Context: an optimization exercise on an open-source flow, tuned for small area, a short achievable clock period and few clock cycles per item. The choices shown serve that exercise and are no tape-out recipe. Where RTL was checked, it was by simulation tests only, not by an equivalence proof against the original. Power and IR drop assume default switching activity.

P:
==> flow/design.v <==
module rtp_h264_depkt (
    input  wire       clk,
    input  wire       rst,
    input  wire       cfg_strict_f,
    input  wire       cfg_zero_byte,
    input  wire       in_valid,
    output wire       in_ready,
    input  wire [7:0] in_data,
    input  wire       in_last,
    output reg        out_valid,
    input  wire       out_ready,
    output reg  [7:0] out_data,
    output wire       res_valid,
    output reg  [2:0] res_cause,
    output wire [4:0] res_flags
);
    localparam [2:0] C_OK         = 3'd0;
    localparam [2:0] C_SHORT      = 3'd1;
    localparam [2:0] C_FBIT       = 3'd2;
    localparam [2:0] C_TRUNC_DON  = 3'd3;
    localparam [2:0] C_TRUNC_SIZE = 3'd4;
    localparam [2:0] C_TRUNC_EXTRA= 3'd5;
    localparam [2:0] C_ZERO_SIZE  = 3'd6;
    localparam [2:0] C_TRUNC_UNIT = 3'd7;
    localparam [3:0] S_IDLE    = 4'd0;    
    localparam [3:0] S_FU_HDR  = 4'd1;    
    localparam [3:0] S_COPY    = 4'd2;    
    localparam [3:0] S_SZ0     = 4'd3;    
    localparam [3:0] S_SZ1     = 4'd4;    
    localparam [3:0] S_UHDR    = 4'd5;    
    localparam [3:0] S_UNIT    = 4'd6;    
    localparam [3:0] S_UNIT_F  = 4'd7;    
    localparam [3:0] S_FUB_DON = 4'd8;    
    localparam [3:0] S_AG_DON  = 4'd9;    
    localparam [3:0] S_EXT     = 4'd10;   
    localparam [3:0] S_DRAIN   = 4'd11;   
    reg  [3:0]  state;
    reg         first;       
    reg         mtap;        
    reg         m24;         
    reg  [1:0]  cnt;         
    reg         ow_z2, ow_z1, ow_01, ow_h;
    wire        u_z3 = ow_z2;
    wire        u_go = ow_z1;
    reg  [15:0] remain;      
    reg  [4:0]  sflags;      
    reg         res_pend;    
    reg         h_rdy;       
    reg         h_rdy_e;     
    reg         h_res;       
    reg         h_res_e;     
    function [4:0] classify(input [4:0] ty);
        case (ty)
            5'd1: classify = 5'b01000;
            5'd5: classify = 5'b10000;
            5'd6: classify = 5'b00100;
            5'd7: classify = 5'b00001;
            5'd8: classify = 5'b00010;
            default: classify = 5'b00000;
        endcase
    endfunction
    wire [4:0] t0 = in_data[4:0];
    wire t_single = (t0 != 5'd0) && !(t0[4] && t0[3]);
    wire zb_app   = cfg_zero_byte && ((t0 == 5'd6) || (t0 == 5'd7) || (t0 == 5'd8));
    wire uf       = cfg_strict_f && in_data[7];
    wire d_zero   = (in_data == 8'd0);
    wire hi0      = (remain[15:8] == 8'd0);
    wire rem1     = (remain == 16'd1);
    wire szz      = (remain == 16'd0);
    wire sz_z     = hi0 && d_zero;
    wire st_idle  = (state == S_IDLE);
    wire st_uhdr  = (state == S_UHDR);
    wire o_free   = !out_valid || out_ready;    
    assign in_ready  = h_rdy_e || (h_rdy && out_ready);
    wire   take      = in_valid && in_ready;
    assign res_valid = h_res_e || (h_res && out_ready);
    assign res_flags = (res_cause == C_OK) ? sflags : 5'd0;
    reg       push;
    reg [7:0] push_val;
    always @(*) begin
        push     = 1'b0;
        push_val = in_data;
        case (state)
            S_IDLE:   begin push = t_single;   push_val = 8'h00; end
            S_FU_HDR: begin push = in_data[7]; push_val = 8'h00; end
            S_SZ0, S_SZ1: begin push = 1'b1;   push_val = 8'h00; end
            S_UHDR, S_COPY, S_UNIT, S_UNIT_F: push = 1'b1;
            default: ;
        endcase
    end
    reg [2:0] cause;
    always @(*) begin
        case (state)
            S_FUB_DON: cause = cnt[0] ? C_OK : C_TRUNC_DON;
            S_SZ0:     cause = C_TRUNC_SIZE;
            S_SZ1:     cause = mtap ? C_TRUNC_EXTRA : sz_z ? C_ZERO_SIZE : C_TRUNC_UNIT;
            S_EXT:     cause = (cnt != 2'd3) ? C_TRUNC_EXTRA : szz ? C_ZERO_SIZE : C_TRUNC_UNIT;
            S_UHDR:    cause = !rem1 ? C_TRUNC_UNIT : uf ? C_FBIT : C_OK;
            S_UNIT:    cause = !rem1 ? C_TRUNC_UNIT : C_OK;
            S_UNIT_F:  cause = !rem1 ? C_TRUNC_UNIT : C_FBIT;
            S_DRAIN:   cause = {cnt[0], cnt[0] | cnt[1], 1'b0};
            default:   cause = C_OK;
        endcase
        if (st_idle || first)
            cause = C_SHORT;
    end
    wire [4:0] flags_now = st_uhdr ? (sflags | classify(t0)) : sflags;
    wire in_body = st_uhdr || state == S_UNIT || state == S_UNIT_F;
    wire u_code = st_uhdr && !u_go;
    wire u_z    = zb_app && !u_z3;           
    always @(posedge clk) begin
        if (o_free)
            out_data <= ow_h ? ((ow_z1 || ow_z2) ? 8'h00 : ow_01 ? 8'h01 : remain[7:0]) :
                        u_code ? {7'd0, !u_z} : push_val;
        if (st_idle && !ow_h) begin
            remain[7:0] <= in_data;
            mtap   <= (t0 == 5'd26) || (t0 == 5'd27);
            m24    <= (t0 == 5'd27) || (t0 == 5'd29);
        end
        if (st_idle && take)
            sflags <= classify(t0);
        if (state == S_FU_HDR) begin
            remain[4:0] <= t0;
            sflags      <= in_data[7] ? classify(t0) : 5'd0;
        end
        if (st_uhdr && in_valid)
            sflags <= flags_now;
        if (state == S_SZ0)
            remain[15:8] <= in_data;
        if (state == S_SZ1)
            remain[7:0] <= in_data;
        if (in_body && take)
            remain <= remain - 16'd1;
        if (take && in_last) begin
            res_cause <= cause;
        end
    end
    reg [3:0] n_state;
    reg       n_out_valid, n_res_pend, n_first;
    reg [1:0] n_cnt;
    reg [3:0] n_ow;
    always @(*) begin
        n_state     = state;
        n_out_valid = out_valid;
        n_res_pend  = res_pend;
        n_first     = first;
        n_cnt       = cnt;
        n_ow        = {ow_z2, ow_z1, ow_01, ow_h};
        if (rst) begin
            n_state     = S_IDLE;
            n_out_valid = 1'b0;
            n_res_pend  = 1'b0;
            n_ow = 4'b0000;
        end else begin
            if (out_ready)
                n_out_valid = 1'b0;
            if (res_valid)
                n_res_pend = 1'b0;
            if (ow_h && o_free) begin
                n_out_valid = 1'b1;
                n_ow = {1'b0, ow_z2, ow_z1, ow_01};
            end
            if (u_code && in_valid && o_free) begin
                n_out_valid = 1'b1;
                if (u_z)
                    n_ow[3] = 1'b1;
                else
                    n_ow[2] = 1'b1;
            end
            if (take) begin
                if (push)
                    n_out_valid = 1'b1;
                n_first = st_idle;
                case (state)
                    S_IDLE: begin
                        n_cnt = 2'd0;
                        if (uf) begin
                            n_cnt   = 2'd2;
                            n_state = S_DRAIN;
                        end else if (t_single) begin
                            n_ow = {zb_app, 3'b111};
                            n_state = S_COPY;
                        end else if (t0 == 5'd24)
                            n_state = S_SZ0;
                        else if (t0 == 5'd25 || t0 == 5'd26 || t0 == 5'd27)
                            n_state = S_AG_DON;
                        else if (t0 == 5'd28 || t0 == 5'd29)
                            n_state = S_FU_HDR;
                        else
                            n_state = S_DRAIN;
                    end
                    S_FU_HDR: begin
                        if (in_data[7])
                            n_ow = 4'b0111;
                        n_state = m24 ? S_FUB_DON : S_COPY;
                    end
                    S_FUB_DON: begin
                        n_cnt = 2'd1;
                        if (cnt[0])
                            n_state = S_COPY;
                    end
                    S_AG_DON: begin
                        n_cnt = 2'd1;
                        if (cnt[0])
                            n_state = S_SZ0;
                    end
                    S_SZ0:
                        n_state = S_SZ1;
                    S_SZ1: begin
                        n_cnt = m24 ? 2'd0 : 2'd1;
                        if (mtap)
                            n_state = S_EXT;
                        else if (sz_z) begin
                            n_cnt   = 2'd1;
                            n_state = S_DRAIN;
                        end else
                            n_state = S_UHDR;
                    end
                    S_EXT: begin
                        n_cnt = cnt + 2'd1;
                        if (cnt == 2'd3) begin
                            if (szz) begin
                                n_cnt   = 2'd1;
                                n_state = S_DRAIN;
                            end else
                                n_state = S_UHDR;
                        end
                    end
                    S_UHDR, S_UNIT, S_UNIT_F: begin
                        if (st_uhdr)
                            n_ow = 4'b0000;
                        if (rem1) begin
                            if (st_uhdr ? uf : (state == S_UNIT_F)) begin
                                n_cnt   = 2'd2;
                                n_state = S_DRAIN;
                            end else
                                n_state = S_SZ0;
                        end else if (st_uhdr)
                            n_state = uf ? S_UNIT_F : S_UNIT;
                    end
                    default: ;
                endcase
                if (in_last) begin
                    n_state    = S_IDLE;
                    n_res_pend = 1'b1;
                end
            end
        end
    end
    always @(posedge clk) begin
        state     <= n_state;
        out_valid <= n_out_valid;
        res_pend  <= n_res_pend;
        first     <= n_first;
        cnt       <= n_cnt;
        {ow_z2, ow_z1, ow_01, ow_h} <= n_ow;
        h_rdy     <= !n_ow[0] && !(n_state == S_UHDR && !n_ow[2]);
        h_rdy_e   <= !n_ow[0] && !(n_state == S_UHDR && !n_ow[2]) && !n_out_valid;
        h_res     <= n_res_pend && !n_ow[0];
        h_res_e   <= n_res_pend && !n_ow[0] && !n_out_valid;
    end
endmodule
clock: 5.0 ns
lec_check: 0
cap_margin: 20
core_margin: 2
core_utilization: 60
setup_slack_margin: 2.5
slew_margin: 20
standard.sh (not shown) runs the stock make flow with config.mk's settings and CLKGATE_MAP_FILE= SYNTH_SCRIPT=/design/flow/synth_recipe.tcl, a recipe that flattens the netlist after the stock synthesis.
==> flow/flow/run.sh <==
#!/bin/bash
# The standard layout (standard.sh, unchanged synthesis and steps), with the
# port buffers that placement inserts made of sky130_fd_sc_hd__buf_1 instead
# of the resizer's default pick; timing repair still sizes them up where a
# path needs it. make's full output goes to flow_make.log here, and ORFS
# keeps each step's log under orfs/logs/.
set -euo pipefail
export BUFFER_PORTS_ARGS="-buffer_cell sky130_fd_sc_hd__buf_1"
bash standard.sh finish > flow_make.log 2>&1
Changes in Q relative to P:
--- a/flow/design.v
+++ b/flow/design.v
@@ -42,8 +42,10 @@
     reg         ow_z2, ow_z1, ow_01, ow_h;
     wire        u_z3 = ow_z2;
     wire        u_go = ow_z1;
     reg  [15:0] remain;      
+    reg         rem1;        
+    reg         szz;         
     reg  [4:0]  sflags;      
     reg         res_pend;    
     reg         h_rdy;       
     reg         h_rdy_e;     
@@ -64,10 +66,8 @@
     wire zb_app   = cfg_zero_byte && ((t0 == 5'd6) || (t0 == 5'd7) || (t0 == 5'd8));
     wire uf       = cfg_strict_f && in_data[7];
     wire d_zero   = (in_data == 8'd0);
     wire hi0      = (remain[15:8] == 8'd0);
-    wire rem1     = (remain == 16'd1);
-    wire szz      = (remain == 16'd0);
     wire sz_z     = hi0 && d_zero;
     wire st_idle  = (state == S_IDLE);
     wire st_uhdr  = (state == S_UHDR);
     wire o_free   = !out_valid || out_ready;    
@@ -126,12 +126,17 @@
         if (st_uhdr && in_valid)
             sflags <= flags_now;
         if (state == S_SZ0)
             remain[15:8] <= in_data;
-        if (state == S_SZ1)
+        if (state == S_SZ1) begin
             remain[7:0] <= in_data;
-        if (in_body && take)
+            rem1        <= hi0 && (in_data == 8'd1);
+            szz         <= sz_z;
+        end
+        if (in_body && take) begin
             remain <= remain - 16'd1;
+            rem1   <= (remain == 16'd2);
+        end
         if (take && in_last) begin
             res_cause <= cause;
         end
     end
Results
Taking P as the reference, in Q total power increased by 7.9% relative to the old numbers; count of multi-input gates went up 1.1%; final area now sits lower; layout buffer count excluding clock buffers went down by 17; global-route usage fell by 1.2 points. Looking at final hold slack, Q sits 0.014 ns higher than P does. Per the comparison of Q with P, multi-input gate area in the final layout shows a reduction of about 2.6%; final cell utilization of the core lost 6.0 points; number of synthesized flops with an enable pin shows an increase of about 5.4%. [Q] part of the power in combinational logic rose 3.7 points relative to P.
No functional check of the RTL was part of any run of this note.

---

## north
Starts from the design.v that is shown in full above.
Settings: LEC_CHECK=0, CAP_MARGIN=20, CORE_MARGIN=2, CORE_UTILIZATION=60, SETUP_SLACK_MARGIN=2.6, SLEW_MARGIN=20; clock period 5.0 ns.
Scripts as last shown in full above: flow/flow/run.sh
No stage failed in north, and the final checks on the layout all came back clean.
What south does differently from north at the input level:
--- a/flow/design.v
+++ b/flow/design.v
@@ -34,16 +34,16 @@
     localparam [3:0] S_AG_DON  = 4'd9;    
     localparam [3:0] S_EXT     = 4'd10;   
     localparam [3:0] S_DRAIN   = 4'd11;   
     reg  [3:0]  state;
     reg         first;       
+    reg         u_z3;        
+    reg         u_go;        
     reg         mtap;        
     reg         m24;         
     reg  [1:0]  cnt;         
     reg         ow_z2, ow_z1, ow_01, ow_h;
-    wire        u_z3 = ow_z2;
-    wire        u_go = ow_z1;
     reg  [15:0] remain;      
     reg  [4:0]  sflags;      
     reg         res_pend;    
     reg         h_rdy;       
     reg         h_rdy_e;     
@@ -134,21 +134,25 @@
         if (take && in_last) begin
             res_cause <= cause;
         end
     end
     reg [3:0] n_state;
-    reg       n_out_valid, n_res_pend, n_first;
+    reg       n_out_valid, n_res_pend, n_first, n_u_z3, n_u_go;
     reg [1:0] n_cnt;
     reg [3:0] n_ow;
     always @(*) begin
         n_state     = state;
         n_out_valid = out_valid;
         n_res_pend  = res_pend;
         n_first     = first;
         n_cnt       = cnt;
         n_ow        = {ow_z2, ow_z1, ow_01, ow_h};
+        n_u_z3      = u_z3;
+        n_u_go      = u_go;
         if (rst) begin
+            n_u_z3      = 1'b0;
+            n_u_go      = 1'b0;
             n_state     = S_IDLE;
             n_out_valid = 1'b0;
             n_res_pend  = 1'b0;
             n_ow = 4'b0000;
         end else begin
@@ -161,13 +165,13 @@
                 n_ow = {1'b0, ow_z2, ow_z1, ow_01};
             end
             if (u_code && in_valid && o_free) begin
                 n_out_valid = 1'b1;
                 if (u_z)
-                    n_ow[3] = 1'b1;
+                    n_u_z3 = 1'b1;
                 else
-                    n_ow[2] = 1'b1;
+                    n_u_go = 1'b1;
             end
             if (take) begin
                 if (push)
                     n_out_valid = 1'b1;
                 n_first = st_idle;
@@ -225,12 +229,12 @@
                             end else
                                 n_state = S_UHDR;
                         end
                     end
                     S_UHDR, S_UNIT, S_UNIT_F: begin
-                        if (st_uhdr)
-                            n_ow = 4'b0000;
+                        n_u_z3 = 1'b0;
+                        n_u_go = 1'b0;
                         if (rem1) begin
                             if (st_uhdr ? uf : (state == S_UNIT_F)) begin
                                 n_cnt   = 2'd2;
                                 n_state = S_DRAIN;
                             end else
@@ -252,11 +256,13 @@
         out_valid <= n_out_valid;
         res_pend  <= n_res_pend;
         first     <= n_first;
         cnt       <= n_cnt;
         {ow_z2, ow_z1, ow_01, ow_h} <= n_ow;
-        h_rdy     <= !n_ow[0] && !(n_state == S_UHDR && !n_ow[2]);
-        h_rdy_e   <= !n_ow[0] && !(n_state == S_UHDR && !n_ow[2]) && !n_out_valid;
+        u_z3      <= n_u_z3;
+        u_go      <= n_u_go;
+        h_rdy     <= !n_ow[0] && !(n_state == S_UHDR && !n_u_go);
+        h_rdy_e   <= !n_ow[0] && !(n_state == S_UHDR && !n_u_go) && !n_out_valid;
         h_res     <= n_res_pend && !n_ow[0];
         h_res_e   <= n_res_pend && !n_ow[0] && !n_out_valid;
     end
 endmodule
Findings:
- Looking at type of the worst setup path, the flip-flop to flip-flop result is from north; the input pin to output port one comes from south.
- The lower layout multi-input combinational cell count came out of south.
- Comparing south and north, the higher area growth from synthesis to layout is on north.
- According to the power report, total power for south is higher than for north.
- Setup slack (higher): south
- Number of tap cells inserted for south: 2 up relative to north
- Comparing south and north, the lower largest fanout on the critical path was measured on north.
- The maximum frequency number comes out lower for north vs south.
- south ends up with lower final cell count than north does.
Testbench counts of south, summed over its fixed seeds: cycles 180,227, in bytes 177,094.
No functional check of the RTL was part of north.

---

## main
Another version of the RTL of rtp_h264_depkt (not shown whole).
Size: ~370 cells after synthesis, ~53 flip-flops, roughly 34 I/O pins, about 3300 um2 of cells after synthesis.
clock: 5.0 ns
lec_check: 0
cap_margin: 20
core_margin: 2
core_utilization: 60
setup_slack_margin: 2.6
slew_margin: 20
Scripts as last shown in full above: flow/flow/run.sh
Looking at the reports, main completed the entire flow and the layout it produced met the timing, DRC and antenna checks.
Relative to main, the following input files were edited for the feature branch:
diff --git a/flow/design.v b/flow/design.v
--- a/flow/design.v
+++ b/flow/design.v
@@ -31,23 +31,25 @@
     localparam [3:0] S_UNIT    = 4'd6;    
     localparam [3:0] S_UNIT_F  = 4'd7;    
     localparam [3:0] S_FUB_DON = 4'd8;    
     localparam [3:0] S_AG_DON  = 4'd9;    
     localparam [3:0] S_EXT     = 4'd10;   
     localparam [3:0] S_DRAIN   = 4'd11;   
     reg  [3:0]  state;
     reg         first;       
-    reg         u_z3;        
-    reg         u_go;        
     reg         mtap;        
     reg         m24;         
     reg  [1:0]  cnt;         
     reg         ow_z2, ow_z1, ow_01, ow_h;
+    wire        u_z3 = ow_z2;
+    wire        u_go = ow_z1;
     reg  [15:0] remain;      
+    reg         rem1;        
+    reg         szz;         
     reg  [4:0]  sflags;      
     reg         res_pend;    
     reg         h_rdy;       
     reg         h_rdy_e;     
     reg         h_res;       
     reg         h_res_e;     
     function [4:0] classify(input [4:0] ty);
         case (ty)
@@ -60,24 +62,22 @@
         endcase
     endfunction
     wire [4:0] t0 = in_data[4:0];
     wire t_single = (t0 != 5'd0) && !(t0[4] && t0[3]);
     wire zb_app   = cfg_zero_byte && ((t0 == 5'd6) || (t0 == 5'd7) || (t0 == 5'd8));
     wire uf       = cfg_strict_f && in_data[7];
     wire d_zero   = (in_data == 8'd0);
     wire hi0      = (remain[15:8] == 8'd0);
-    wire rem1     = (remain == 16'd1);
-    wire szz      = (remain == 16'd0);
     wire sz_z     = hi0 && d_zero;
     wire st_idle  = (state == S_IDLE);
     wire st_uhdr  = (state == S_UHDR);
     wire o_free   = !out_valid || out_ready;    
     assign in_ready  = h_rdy_e || (h_rdy && out_ready);
-    wire   take      = in_valid && h_rdy && o_free;
+    wire   take      = in_valid && in_ready;
     assign res_valid = h_res_e || (h_res && out_ready);
     assign res_flags = (res_cause == C_OK) ? sflags : 5'd0;
     reg       push;
     reg [7:0] push_val;
     always @(*) begin
         push     = 1'b0;
         push_val = in_data;
         case (state)
@@ -122,59 +122,60 @@
         if (state == S_FU_HDR) begin
             remain[4:0] <= t0;
             sflags      <= in_data[7] ? classify(t0) : 5'd0;
         end
         if (st_uhdr && in_valid)
             sflags <= flags_now;
         if (state == S_SZ0)
             remain[15:8] <= in_data;
-        if (state == S_SZ1)
+        if (state == S_SZ1) begin
             remain[7:0] <= in_data;
-        if (in_body && take)
+            rem1        <= hi0 && (in_data == 8'd1);
+            szz         <= sz_z;
+        end
+        if (in_body && take) begin
             remain <= remain - 16'd1;
+            rem1   <= (remain == 16'd2);
+        end
         if (take && in_last) begin
             res_cause <= cause;
         end
     end
     reg [3:0] n_state;
-    reg       n_out_valid, n_res_pend, n_first, n_u_z3, n_u_go;
+    reg       n_out_valid, n_res_pend, n_first;
     reg [1:0] n_cnt;
     reg [3:0] n_ow;
     always @(*) begin
         n_state     = state;
         n_out_valid = out_valid;
         n_res_pend  = res_pend;
         n_first     = first;
         n_cnt       = cnt;
         n_ow        = {ow_z2, ow_z1, ow_01, ow_h};
-        n_u_z3      = u_z3;
-        n_u_go      = u_go;
         if (rst) begin
-            n_u_z3      = 1'b0;
-            n_u_go      = 1'b0;
             n_state     = S_IDLE;
             n_out_valid = 1'b0;
             n_res_pend  = 1'b0;
             n_ow = 4'b0000;
         end else begin
             if (out_ready)
                 n_out_valid = 1'b0;
             if (res_valid)
                 n_res_pend = 1'b0;
             if (ow_h && o_free) begin
                 n_out_valid = 1'b1;
                 n_ow = {1'b0, ow_z2, ow_z1, ow_01};
             end
             if (u_code && in_valid && o_free) begin
                 n_out_valid = 1'b1;
                 if (u_z)
-                    n_u_z3 = 1'b1;
+                    n_ow[3] = 1'b1;
                 else
-                    n_u_go = 1'b1;
+                    n_ow[2] = 1'b1;
             end
             if (take) begin
                 if (push)
                     n_out_valid = 1'b1;
                 n_first = st_idle;
                 case (state)
                     S_IDLE: begin
                         n_cnt = 2'd0;
@@ -226,18 +227,18 @@
                             if (szz) begin
                                 n_cnt   = 2'd1;
                                 n_state = S_DRAIN;
                             end else
                                 n_state = S_UHDR;
                         end
                     end
                     S_UHDR, S_UNIT, S_UNIT_F: begin
-                        n_u_z3 = 1'b0;
-                        n_u_go = 1'b0;
+                        if (st_uhdr)
+                            n_ow = 4'b0000;
                         if (rem1) begin
                             if (st_uhdr ? uf : (state == S_UNIT_F)) begin
                                 n_cnt   = 2'd2;
                                 n_state = S_DRAIN;
                             end else
                                 n_state = S_SZ0;
                         end else if (st_uhdr)
                             n_state = uf ? S_UNIT_F : S_UNIT;
@@ -253,16 +254,14 @@
     end
     always @(posedge clk) begin
         state     <= n_state;
         out_valid <= n_out_valid;
         res_pend  <= n_res_pend;
         first     <= n_first;
         cnt       <= n_cnt;
         {ow_z2, ow_z1, ow_01, ow_h} <= n_ow;
-        u_z3      <= n_u_z3;
-        u_go      <= n_u_go;
-        h_rdy     <= !n_ow[0] && !(n_state == S_UHDR && !n_u_go);
-        h_rdy_e   <= !n_ow[0] && !(n_state == S_UHDR && !n_u_go) && !n_out_valid;
+        h_rdy     <= !n_ow[0] && !(n_state == S_UHDR && !n_ow[2]);
+        h_rdy_e   <= !n_ow[0] && !(n_state == S_UHDR && !n_ow[2]) && !n_out_valid;
         h_res     <= n_res_pend && !n_ow[0];
         h_res_e   <= n_res_pend && !n_ow[0] && !n_out_valid;
     end
 endmodule
--- outcome ---
- Diff the feature branch..main | share of async-settable or async-resettable flops after synthesis | negligible
- Summary: with main as the reference, internal portion of total power in the feature branch moved up by a few percent.
- Of main and the feature branch, the lower amount of wire on met2 after detailed routing belongs to the feature branch.
- Summary of the feature branch over main: relative contribution of the clock network to total power -2.0 points, cell count -12, buffer count excluding the clock tree in the final layout -11, overall power consumption +8.7%.
- A type of the worst setup path of input port to flop is what main shows, while input port to primary output belongs to the feature branch.
- The area occupied by multi-input gates was comparable across main and the feature branch.
- The feature branch has post-route cell area below what main had.
- The feature branch reports a higher final period utilization than main does.
- Wire: the feature branch routes less than main
- The feature branch ended up with in_ready as its timing endpoint of the critical path; main ended up with h_rdy_e.
- The overall fraction of global-route tracks in use reported for the feature branch is smaller than that of main by 1.3 points.
No run of this note included a check of the RTL's function; only the layout flow was run.

static timing again, ports no longer ideal:
In the flow no input, the clock included, has a driving cell. The finished layouts below were timed again as built, in two steps.
Step 1, drivers: a clkbuf_16 drives clk and a buf_2 each remaining input, both assumed.
Step 2 adds t to the input delays and takes it off the output delays; t is the mean of the earliest and latest rising clock arrival at the registers after step 1. Input paths then give back, and output paths get back, about the clock's delay inside the block.
a / b / c = ideal ports / drivers / drivers and shift; a / b = the first two.
run | shift t [ns] | slack for setup (ns) | worst setup path after step 2 | worst slew at a driven data input, ns
P | 0.334 | 2.339 / 2.339 / 2.142 | input to register | 0.04
Q | 0.325 | 2.522 / 2.487 / 2.246 | input to register | 0.04
north | 0.333 | 2.319 / 2.319 / 2.142 | input to register | 0.09
south | 0.337 | 2.545 / 2.502 / 2.284 | input to register | 0.07
main | 0.336 | 2.561 / 2.525 / 2.206 | input to register | 0.06
the feature branch | 0.330 | 2.548 / 2.500 / 2.297 | input to register | 0.06
After both steps setup and hold are still met in every run listed. The setup slack of main, which loses most, moves by -0.036 ns with the drivers and by -0.355 ns with both steps.
